What follows belongs to an exercise in optimizing a design on an open flow for small area, a short achievable clock period and few clock cycles per item; a production flow would make more cautious choices. The RTL was checked by simulation tests, not by an equivalence proof against the original design.

Design gf_alu, start of the top module:
module gf_alu (
    input  wire        clk,
    input  wire        rst,
    input  wire        start,
    input  wire [7:0]  op,
    input  wire [31:0] a,
    input  wire [31:0] b,
    output wire        ready,
    output reg         done,
    output wire [31:0] result,
    output reg         err,
    output wire [7:0]  errcode
);
For scale: ~1500 cells after synthesis, about 120 I/O pins, about 11000 um^2 of cells after synthesis.
==> module gf_alu, before the edit <==
module gf_alu (
    input  wire        clk,
    input  wire        rst,
    input  wire        start,
    input  wire [7:0]  op,
    input  wire [31:0] a,
    input  wire [31:0] b,
    output wire        ready,
    output reg         done,
    output wire [31:0] result,
    output reg         err,
    output wire [7:0]  errcode
);
    localparam [2:0] C_ADD  = 3'd0;    
    localparam [2:0] C_MUL  = 3'd1;    
    localparam [2:0] C_POW  = 3'd2;    
    localparam [2:0] C_LOOP = 3'd3;    
    localparam [2:0] C_ERRZ = 3'd4;    
    localparam [2:0] C_ILL  = 3'd5;    
    localparam [2:0] C_EXP  = 3'd6;    
    reg        errz;
    reg  [9:0] res;
    assign result  = {22'd0, res};
    assign errcode = {3'b000, err, 3'b000, errz};
    reg        v1;          
    reg  [2:0] cls;
    reg        f10;         
    reg  [9:0] p, q;        
    reg  [9:0] s;           
    reg  [9:0] c;           
    reg  [9:0] x;           
    reg  [1:0] cnt;         
    wire last    = (cls != C_POW) && !((cls == C_LOOP) && (cnt != 2'd0));
    assign ready = ~v1 | last;
    wire accept  = start & ready;
    wire       fin = op[5];                     
    wire [9:0] am  = {a[9:8] & {2{fin}}, a[7:0]};
    wire [9:0] bm  = {b[9:8] & {2{fin}}, b[7:0]};
    wire       a8z  = (a[7:0] == 8'd0);
    wire       a10z = a8z & (a[9:8] == 2'd0);
    wire [9:0] a2;
    gf_sq u_sqa (.f10(fin), .x(am), .y(a2));
    wire [7:0] log_a;
    gf8_log_rom u_log (.addr(a[7:0]), .data(log_a));
    wire [9:0] u10 = b[9:0], v10 = b[19:10], w10 = b[29:20], z10 = {8'd0, b[31:30]};
    wire [9:0] s10a = u10 ^ v10 ^ w10;
    wire [9:0] k10a = (u10 & v10) | (u10 & w10) | (v10 & w10);
    wire [9:0] c10a = {k10a[8:0], k10a[9]};
    wire [9:0] s10  = s10a ^ c10a ^ z10;
    wire [9:0] k10b = (s10a & c10a) | (s10a & z10) | (c10a & z10);
    wire [9:0] c10  = {k10b[8:0], k10b[9]};
    wire [7:0] u8 = b[7:0], v8 = b[15:8], w8 = b[23:16], z8 = b[31:24];
    wire [7:0] s8a = u8 ^ v8 ^ w8;
    wire [7:0] k8a = (u8 & v8) | (u8 & w8) | (v8 & w8);
    wire [7:0] c8a = {k8a[6:0], k8a[7]};
    wire [7:0] s8  = s8a ^ c8a ^ z8;
    wire [7:0] k8b = (s8a & c8a) | (s8a & z8) | (c8a & z8);
    wire [7:0] c8  = {k8b[6:0], k8b[7]};
    reg [2:0] cls_in;
    reg [9:0] p_in, q_in, s_in, c_in;
    always @(*) begin
        p_in = am;
        q_in = bm;
        s_in = fin ? s10 : {s8, 2'b11};      
        c_in = fin ? c10 : {c8, 2'b00};
        case (op)
            8'h10, 8'h20: begin cls_in = C_ADD; p_in = am ^ bm; end
            8'h11, 8'h21: cls_in = C_MUL;
            8'h14: cls_in = C_EXP;
            8'h15: begin
                cls_in = a8z ? C_ERRZ : C_ADD;
                p_in   = {2'b00, log_a};
            end
            8'h12: begin
                cls_in = a8z ? C_ERRZ : C_EXP;
                p_in   = {2'b00, ~log_a};
            end
            8'h13, 8'h23: begin cls_in = C_POW; q_in = a2; end
            8'h22: begin
                cls_in = a10z ? C_ERRZ : C_POW;
                q_in   = a2;
                s_in   = 10'd1022;
                c_in   = 10'd0;
            end
            default: cls_in = C_ILL;
        endcase
    end
    wire       loop = (cls == C_LOOP);
    wire [9:0] p2, p4, x2;
    gf_sq u_sq1 (.f10(f10), .x(p),  .y(p2));
    gf_sq u_sq2 (.f10(f10), .x(p2), .y(p4));
    gf_sq u_sqx (.f10(f10), .x(x),  .y(x2));
    wire       texp = (cls == C_EXP);
    wire [7:0] exp_lo, exp_hi;
    gf8_exp_lo u_lo (.addr(p[3:0]), .data(exp_lo));
    gf8_exp_hi u_hi (.addr(p[7:4]), .data(exp_hi));
    wire [9:0] ma = loop ? p4 : texp ? {2'b00, exp_lo} : p;
    wire [9:0] mb = texp ? {2'b00, exp_hi} : q;
    wire [9:0] mp;
    gf_mul u_mul (.f10(f10), .a(ma), .b(mb), .p(mp));
    wire [9:0] e;
    eac_add10 u_eac (.s(s), .c(c), .e(e));
    reg [9:0] p_first, q_first;
    always @(*) begin
        case (e[9:8])
            2'd0:    p_first = 10'd1;
            2'd1:    p_first = p;
            2'd2:    p_first = q;
            default: p_first = mp;
        endcase
        case (e[7:6])
            2'd0:    q_first = 10'd1;
            2'd1:    q_first = p;
            2'd2:    q_first = q;
            default: q_first = mp;
        endcase
    end
    reg [9:0] q_loop;
    always @(*) begin
        case (s[9:8])
            2'd0:    q_loop = 10'd1;
            2'd1:    q_loop = x;
            2'd2:    q_loop = x2;
            default: q_loop = c;
        endcase
    end
    always @(posedge clk) begin
        err  <= (cls == C_ERRZ) || (cls == C_ILL);
        errz <= (cls == C_ERRZ);
        case (cls)
            C_ADD:                  res <= p;
            C_ERRZ, C_ILL:          res <= 10'd0;
            default:                res <= mp;
        endcase
    end
    always @(posedge clk) begin
        if (rst) begin
            v1   <= 1'b0;
            done <= 1'b0;
        end else begin
            done <= 1'b0;
            if (v1) begin
                if (last) begin
                    v1   <= 1'b0;
                    done <= 1'b1;
                end
                case (cls)
                    C_POW: begin
                        x   <= p;
                        c   <= mp;
                        p   <= p_first;
                        q   <= q_first;
                        s   <= {e[5:0], 4'd0};
                        cnt <= f10 ? 2'd3 : 2'd2;
                        cls <= C_LOOP;
                    end
                    C_LOOP: begin
                        p   <= mp;
                        q   <= q_loop;
                        s   <= {s[7:0], 2'b00};
                        cnt <= cnt - 2'd1;
                    end
                    default: ;
                endcase
            end
            if (accept) begin
                v1  <= 1'b1;
                cls <= cls_in;
                f10 <= fin;
                p   <= p_in;
                q   <= q_in;
                s   <= s_in;
                c   <= c_in;
            end
        end
    end
endmodule
clock: 7.0 ns
lec_check: 0
cap_margin: 20
core_margin: 2
core_utilization: 30
setup_slack_margin: 2.4
slew_margin: 20
tns_end_percent: 0
run.sh (not shown) runs the stock make flow with config.mk's settings and CLKGATE_MAP_FILE= SYNTH_SCRIPT=/design/flow/synth_recipe.tcl, a recipe that flattens the netlist after the stock synthesis.
Testbench counts at the start, summed over its fixed seeds: cycles 4,818, items 3,200.
Next try:
--- a/flow/design.v
+++ b/flow/design.v
@@ -82,8 +82,30 @@
     wire       gall = g[9];
     wire [9:0] cin  = {g[8:0] | (p[8:0] & {9{gall}}), gall};
     assign e = p0 ^ cin;
 endmodule
+module gf_pow4 (
+    input  wire       f10,
+    input  wire [9:0] x,
+    output wire [9:0] y
+);
+    reg [36:0] c10;
+    reg [28:0] c8;
+    integer i;
+    always @(*) begin
+        c10 = 37'd0;
+        c8  = 29'd0;
+        for (i = 0; i < 10; i = i + 1)
+            c10[4 * i] = x[i];
+        for (i = 0; i < 8; i = i + 1)
+            c8[4 * i] = x[i];
+        for (i = 36; i >= 10; i = i - 1)
+            if (c10[i]) c10 = c10 ^ (37'h409 << (i - 10));
+        for (i = 28; i >= 8; i = i - 1)
+            if (c8[i]) c8 = c8 ^ (29'h11B << (i - 8));
+    end
+    assign y = f10 ? c10[9:0] : {2'b00, c8[7:0]};
+endmodule
 module gf8_exp_lo (
     input  wire [3:0] addr,
     output wire [7:0] data
 );
@@ -894,12 +916,11 @@
             default: cls_in = C_ILL;
         endcase
     end
     wire       loop = (cls == C_LOOP);
-    wire [9:0] p2, p4, x2;
-    gf_sq u_sq1 (.f10(f10), .x(p),  .y(p2));
-    gf_sq u_sq2 (.f10(f10), .x(p2), .y(p4));
-    gf_sq u_sqx (.f10(f10), .x(x),  .y(x2));
+    wire [9:0] p4, x2;
+    gf_pow4 u_p4  (.f10(f10), .x(p),  .y(p4));
+    gf_sq   u_sqx (.f10(f10), .x(x),  .y(x2));
     wire       texp = (cls == C_EXP);
     wire [7:0] exp_lo, exp_hi;
     gf8_exp_lo u_lo (.addr(p[3:0]), .data(exp_lo));
     gf8_exp_hi u_hi (.addr(p[7:4]), .data(exp_hi));
Effect:
- The new run passed the timing, design-rule and antenna checks
- global-route usage falls by 0.77 points
- core utilization is about the same
- register-to-register slack improved by 0.17 ns
Testbench counts after the change, summed over its fixed seeds: cycles 4,818, items 3,200.

========
== run 2 ==
gf_alu, a different RTL version from the one above (not shown whole).
Size: about 1400 cells after synthesis, about 120 I/O pins.
==> module gf_pow4, before the edit <==
module gf_pow4 (
    input  wire       f10,
    input  wire [9:0] x,
    output wire [9:0] y
);
    reg [36:0] c10;
    reg [28:0] c8;
    integer i;
    always @(*) begin
        c10 = 37'd0;
        c8  = 29'd0;
        for (i = 0; i < 10; i = i + 1)
            c10[4 * i] = x[i];
        for (i = 0; i < 8; i = i + 1)
            c8[4 * i] = x[i];
        for (i = 36; i >= 10; i = i - 1)
            if (c10[i]) c10 = c10 ^ (37'h409 << (i - 10));
        for (i = 28; i >= 8; i = i - 1)
            if (c8[i]) c8 = c8 ^ (29'h11B << (i - 8));
    end
    assign y = f10 ? c10[9:0] : {2'b00, c8[7:0]};
endmodule
==> module gf_alu, before the edit <==
module gf_alu (
    input  wire        clk,
    input  wire        rst,
    input  wire        start,
    input  wire [7:0]  op,
    input  wire [31:0] a,
    input  wire [31:0] b,
    output wire        ready,
    output reg         done,
    output wire [31:0] result,
    output reg         err,
    output wire [7:0]  errcode
);
    localparam [2:0] C_ADD  = 3'd0;    
    localparam [2:0] C_MUL  = 3'd1;    
    localparam [2:0] C_POW  = 3'd2;    
    localparam [2:0] C_LOOP = 3'd3;    
    localparam [2:0] C_ERRZ = 3'd4;    
    localparam [2:0] C_ILL  = 3'd5;    
    localparam [2:0] C_EXP  = 3'd6;    
    localparam [2:0] C_LOG  = 3'd7;    
    reg        errz;
    reg  [9:0] res;
    assign result  = {22'd0, res};
    assign errcode = {3'b000, err, 3'b000, errz};
    reg        v1;          
    reg  [2:0] cls;
    reg        f10;         
    reg  [9:0] p, q;        
    reg  [9:0] s;           
    reg  [9:0] c;           
    reg  [9:0] x;           
    reg  [1:0] cnt;         
    wire last    = (cls != C_POW) && !((cls == C_LOOP) && (cnt != 2'd0));
    assign ready = ~v1 | last;
    wire accept  = start & ready;
    wire       fin = op[5];                     
    wire [9:0] am  = {a[9:8] & {2{fin}}, a[7:0]};
    wire [9:0] bm  = {b[9:8] & {2{fin}}, b[7:0]};
    wire       a8z  = (a[7:0] == 8'd0);
    wire       a10z = a8z & (a[9:8] == 2'd0);
    wire [9:0] a2;
    gf_sq u_sqa (.f10(fin), .x(am), .y(a2));
    wire [7:0] log_a;
    gf8_log_rom u_log (.addr(a[7:0]), .data(log_a));
    wire [9:0] u10 = b[9:0], v10 = b[19:10], w10 = b[29:20], z10 = {8'd0, b[31:30]};
    wire [9:0] s10a = u10 ^ v10 ^ w10;
    wire [9:0] k10a = (u10 & v10) | (u10 & w10) | (v10 & w10);
    wire [9:0] c10a = {k10a[8:0], k10a[9]};
    wire [9:0] s10  = s10a ^ c10a ^ z10;
    wire [9:0] k10b = (s10a & c10a) | (s10a & z10) | (c10a & z10);
    wire [9:0] c10  = {k10b[8:0], k10b[9]};
    wire [7:0] u8 = b[7:0], v8 = b[15:8], w8 = b[23:16], z8 = b[31:24];
    wire [7:0] s8a = u8 ^ v8 ^ w8;
    wire [7:0] k8a = (u8 & v8) | (u8 & w8) | (v8 & w8);
    wire [7:0] c8a = {k8a[6:0], k8a[7]};
    wire [7:0] s8  = s8a ^ c8a ^ z8;
    wire [7:0] k8b = (s8a & c8a) | (s8a & z8) | (c8a & z8);
    wire [7:0] c8  = {k8b[6:0], k8b[7]};
    reg [2:0] cls_in;
    reg [9:0] p_in, q_in, s_in, c_in;
    always @(*) begin
        p_in = am;
        q_in = bm;
        s_in = fin ? s10 : {s8, 2'b11};      
        c_in = fin ? c10 : {c8, 2'b00};
        case (op)
            8'h10, 8'h20: begin cls_in = C_ADD; p_in = am ^ bm; end
            8'h11, 8'h21: cls_in = C_MUL;
            8'h14: begin
                cls_in = C_EXP;
                c_in   = {2'b00, a[7:0]};
            end
            8'h15: begin
                cls_in = a8z ? C_ERRZ : C_LOG;
                c_in   = {2'b00, log_a};
            end
            8'h12: begin
                cls_in = a8z ? C_ERRZ : C_EXP;
                c_in   = {2'b00, ~log_a};
            end
            8'h13, 8'h23: begin cls_in = C_POW; q_in = a2; end
            8'h22: begin
                cls_in = a10z ? C_ERRZ : C_POW;
                q_in   = a2;
                s_in   = 10'd1022;
                c_in   = 10'd0;
            end
            default: cls_in = C_ILL;
        endcase
    end
    wire       loop = (cls == C_LOOP);
    wire [9:0] p4, x2;
    gf_pow4 u_p4  (.f10(f10), .x(p),  .y(p4));
    gf_sq   u_sqx (.f10(f10), .x(x),  .y(x2));
    wire       texp = (cls == C_EXP);
    wire [7:0] exp_lo, exp_hi;
    gf8_exp_lo u_lo (.addr(c[3:0]), .data(exp_lo));
    gf8_exp_hi u_hi (.addr(c[7:4]), .data(exp_hi));
    wire [9:0] ma = loop ? p4 : texp ? {2'b00, exp_lo} : p;
    wire [9:0] mb = texp ? {2'b00, exp_hi} : q;
    wire [9:0] mp;
    gf_mul u_mul (.f10(f10), .a(ma), .b(mb), .p(mp));
    wire [9:0] e;
    eac_add10 u_eac (.s(s), .c(c), .e(e));
    reg [9:0] p_first, q_first;
    always @(*) begin
        case (e[9:8])
            2'd0:    p_first = 10'd1;
            2'd1:    p_first = p;
            2'd2:    p_first = q;
            default: p_first = mp;
        endcase
        case (e[7:6])
            2'd0:    q_first = 10'd1;
            2'd1:    q_first = p;
            2'd2:    q_first = q;
            default: q_first = mp;
        endcase
    end
    reg [9:0] q_loop;
    always @(*) begin
        case (s[9:8])
            2'd0:    q_loop = 10'd1;
            2'd1:    q_loop = x;
            2'd2:    q_loop = x2;
            default: q_loop = c;
        endcase
    end
    always @(posedge clk) begin
        err  <= (cls == C_ERRZ) || (cls == C_ILL);
        errz <= (cls == C_ERRZ);
        case (cls)
            C_ADD:                  res <= p;
            C_LOG:                  res <= c;
            C_ERRZ, C_ILL:          res <= 10'd0;
            default:                res <= mp;
        endcase
    end
    always @(posedge clk) begin
        if (rst) begin
            v1   <= 1'b0;
            done <= 1'b0;
        end else begin
            done <= 1'b0;
            if (v1) begin
                if (last) begin
                    v1   <= 1'b0;
                    done <= 1'b1;
                end
                case (cls)
                    C_POW: begin
                        x   <= p;
                        c   <= mp;
                        p   <= p_first;
                        q   <= q_first;
                        s   <= {e[5:0], 4'd0};
                        cnt <= f10 ? 2'd3 : 2'd2;
                        cls <= C_LOOP;
                    end
                    C_LOOP: begin
                        p   <= mp;
                        q   <= q_loop;
                        s   <= {s[7:0], 2'b00};
                        cnt <= cnt - 2'd1;
                    end
                    default: ;
                endcase
            end
            if (accept) begin
                v1  <= 1'b1;
                cls <= cls_in;
                f10 <= fin;
                p   <= p_in;
                q   <= q_in;
                s   <= s_in;
                c   <= c_in;
            end
        end
    end
endmodule
clock: 7.0 ns
lec_check: 0
cap_margin: 20
core_margin: 2
core_utilization: 30
setup_slack_margin: 2.8
slew_margin: 20
tns_end_percent: 0
Testbench counts of run 2, summed over its fixed seeds: cycles 4,818, items 3,200.
Input changes introduced in run 3 (baseline for comparison: run 2):
diff --git a/flow/design.v b/flow/design.v
--- a/flow/design.v
+++ b/flow/design.v
@@ -82,30 +82,8 @@
     wire       gall = g[9];
     wire [9:0] cin  = {g[8:0] | (p[8:0] & {9{gall}}), gall};
     assign e = p0 ^ cin;
 endmodule
-module gf_pow4 (
-    input  wire       f10,
-    input  wire [9:0] x,
-    output wire [9:0] y
-);
-    reg [36:0] c10;
-    reg [28:0] c8;
-    integer i;
-    always @(*) begin
-        c10 = 37'd0;
-        c8  = 29'd0;
-        for (i = 0; i < 10; i = i + 1)
-            c10[4 * i] = x[i];
-        for (i = 0; i < 8; i = i + 1)
-            c8[4 * i] = x[i];
-        for (i = 36; i >= 10; i = i - 1)
-            if (c10[i]) c10 = c10 ^ (37'h409 << (i - 10));
-        for (i = 28; i >= 8; i = i - 1)
-            if (c8[i]) c8 = c8 ^ (29'h11B << (i - 8));
-    end
-    assign y = f10 ? c10[9:0] : {2'b00, c8[7:0]};
-endmodule
 module gf8_exp_lo (
     input  wire [3:0] addr,
     output wire [7:0] data
 );
@@ -848,9 +826,8 @@
     localparam [2:0] C_LOOP = 3'd3;    
     localparam [2:0] C_ERRZ = 3'd4;    
     localparam [2:0] C_ILL  = 3'd5;    
     localparam [2:0] C_EXP  = 3'd6;    
-    localparam [2:0] C_LOG  = 3'd7;    
     reg        errz;
     reg  [9:0] res;
     assign result  = {22'd0, res};
     assign errcode = {3'b000, err, 3'b000, errz};
@@ -897,19 +874,16 @@
         c_in = fin ? c10 : {c8, 2'b00};
         case (op)
             8'h10, 8'h20: begin cls_in = C_ADD; p_in = am ^ bm; end
             8'h11, 8'h21: cls_in = C_MUL;
-            8'h14: begin
-                cls_in = C_EXP;
-                c_in   = {2'b00, a[7:0]};
-            end
+            8'h14: cls_in = C_EXP;
             8'h15: begin
-                cls_in = a8z ? C_ERRZ : C_LOG;
-                c_in   = {2'b00, log_a};
+                cls_in = a8z ? C_ERRZ : C_ADD;
+                p_in   = {2'b00, log_a};
             end
             8'h12: begin
                 cls_in = a8z ? C_ERRZ : C_EXP;
-                c_in   = {2'b00, ~log_a};
+                p_in   = {2'b00, ~log_a};
             end
             8'h13, 8'h23: begin cls_in = C_POW; q_in = a2; end
             8'h22: begin
                 cls_in = a10z ? C_ERRZ : C_POW;
@@ -920,15 +894,16 @@
             default: cls_in = C_ILL;
         endcase
     end
     wire       loop = (cls == C_LOOP);
-    wire [9:0] p4, x2;
-    gf_pow4 u_p4  (.f10(f10), .x(p),  .y(p4));
-    gf_sq   u_sqx (.f10(f10), .x(x),  .y(x2));
+    wire [9:0] p2, p4, x2;
+    gf_sq u_sq1 (.f10(f10), .x(p),  .y(p2));
+    gf_sq u_sq2 (.f10(f10), .x(p2), .y(p4));
+    gf_sq u_sqx (.f10(f10), .x(x),  .y(x2));
     wire       texp = (cls == C_EXP);
     wire [7:0] exp_lo, exp_hi;
-    gf8_exp_lo u_lo (.addr(c[3:0]), .data(exp_lo));
-    gf8_exp_hi u_hi (.addr(c[7:4]), .data(exp_hi));
+    gf8_exp_lo u_lo (.addr(p[3:0]), .data(exp_lo));
+    gf8_exp_hi u_hi (.addr(p[7:4]), .data(exp_hi));
     wire [9:0] ma = loop ? p4 : texp ? {2'b00, exp_lo} : p;
     wire [9:0] mb = texp ? {2'b00, exp_hi} : q;
     wire [9:0] mp;
     gf_mul u_mul (.f10(f10), .a(ma), .b(mb), .p(mp));
@@ -962,9 +937,8 @@
         err  <= (cls == C_ERRZ) || (cls == C_ILL);
         errz <= (cls == C_ERRZ);
         case (cls)
             C_ADD:                  res <= p;
-            C_LOG:                  res <= c;
             C_ERRZ, C_ILL:          res <= 10'd0;
             default:                res <= mp;
         endcase
     end
Changes observed in run 3 relative to run 2: headroom to the max-slew limit increased by 17 points relative to the old numbers, design area decreased by 1.5% relative to the old numbers, multi-input gate share of total cell area increased by 1.9 points relative to the old numbers, number of instances on the worst hold path decreased by 1 relative to the old numbers. Run 3 vs run 2: per-cell routed wire length down by a few percent. Taking run 2 as the reference, in run 3 setup slack after placement rose by 0.017 ns. Overall track demand over capacity in global routing down 0.72 points in run 3 wrt run 2. Comparing run 2 and run 3, the lower non-clock buffer count is on run 3. Compared run 3 vs run 2, and fraction of area in registers is up in run 3. Higher met1 routed wirelength after detailed routing among run 2 and run 3: run 3. Going from run 2 to run 3, mean area per synthesized cell shrank by about 1.4%; core utilization down 1.6 points.
Testbench counts of run 3, summed over its fixed seeds: cycles 4,818, items 3,200.

==> what the ideal ports hide <==
Ports are ideal in the flow. The routed layouts listed here were re-timed in OpenROAD. Step 1 assumes that a clkbuf_16 drives the clock port and a buf_2 every other input. Step 2 adds t to the input delays and takes it off the output delays; t is the mean of the earliest and latest rising clock arrival at the registers after step 1. Input paths then give back, and output paths get back, about the clock's delay inside the block. a / b / c = ideal / step 1 / step 2; a / b = the first two.
run | shift t [ns] | setup WS [ns] | hold WS [ns] | slew at the worst register clock pin (ns)
the first run of note 1 | 0.376 | 2.365 / 2.373 / 1.997 | 0.508 / 0.508 / 0.508 | 0.06 / 0.06
the second run of note 1 | 0.374 | 2.482 / 2.484 / 2.109 | 0.481 / 0.481 / 0.481 | 0.06 / 0.06
run 2 | 0.372 | 2.708 / 2.708 / 2.414 | 0.579 / 0.579 / 0.579 | 0.06 / 0.06
run 3 | 0.366 | 2.617 / 2.617 / 2.297 | 0.512 / 0.512 / 0.512 | 0.06 / 0.06
After both steps every run listed still meets setup and hold. The setup slack of the second run of note 1, which loses most, moves by +0.002 ns with the drivers and by -0.373 ns with both steps.
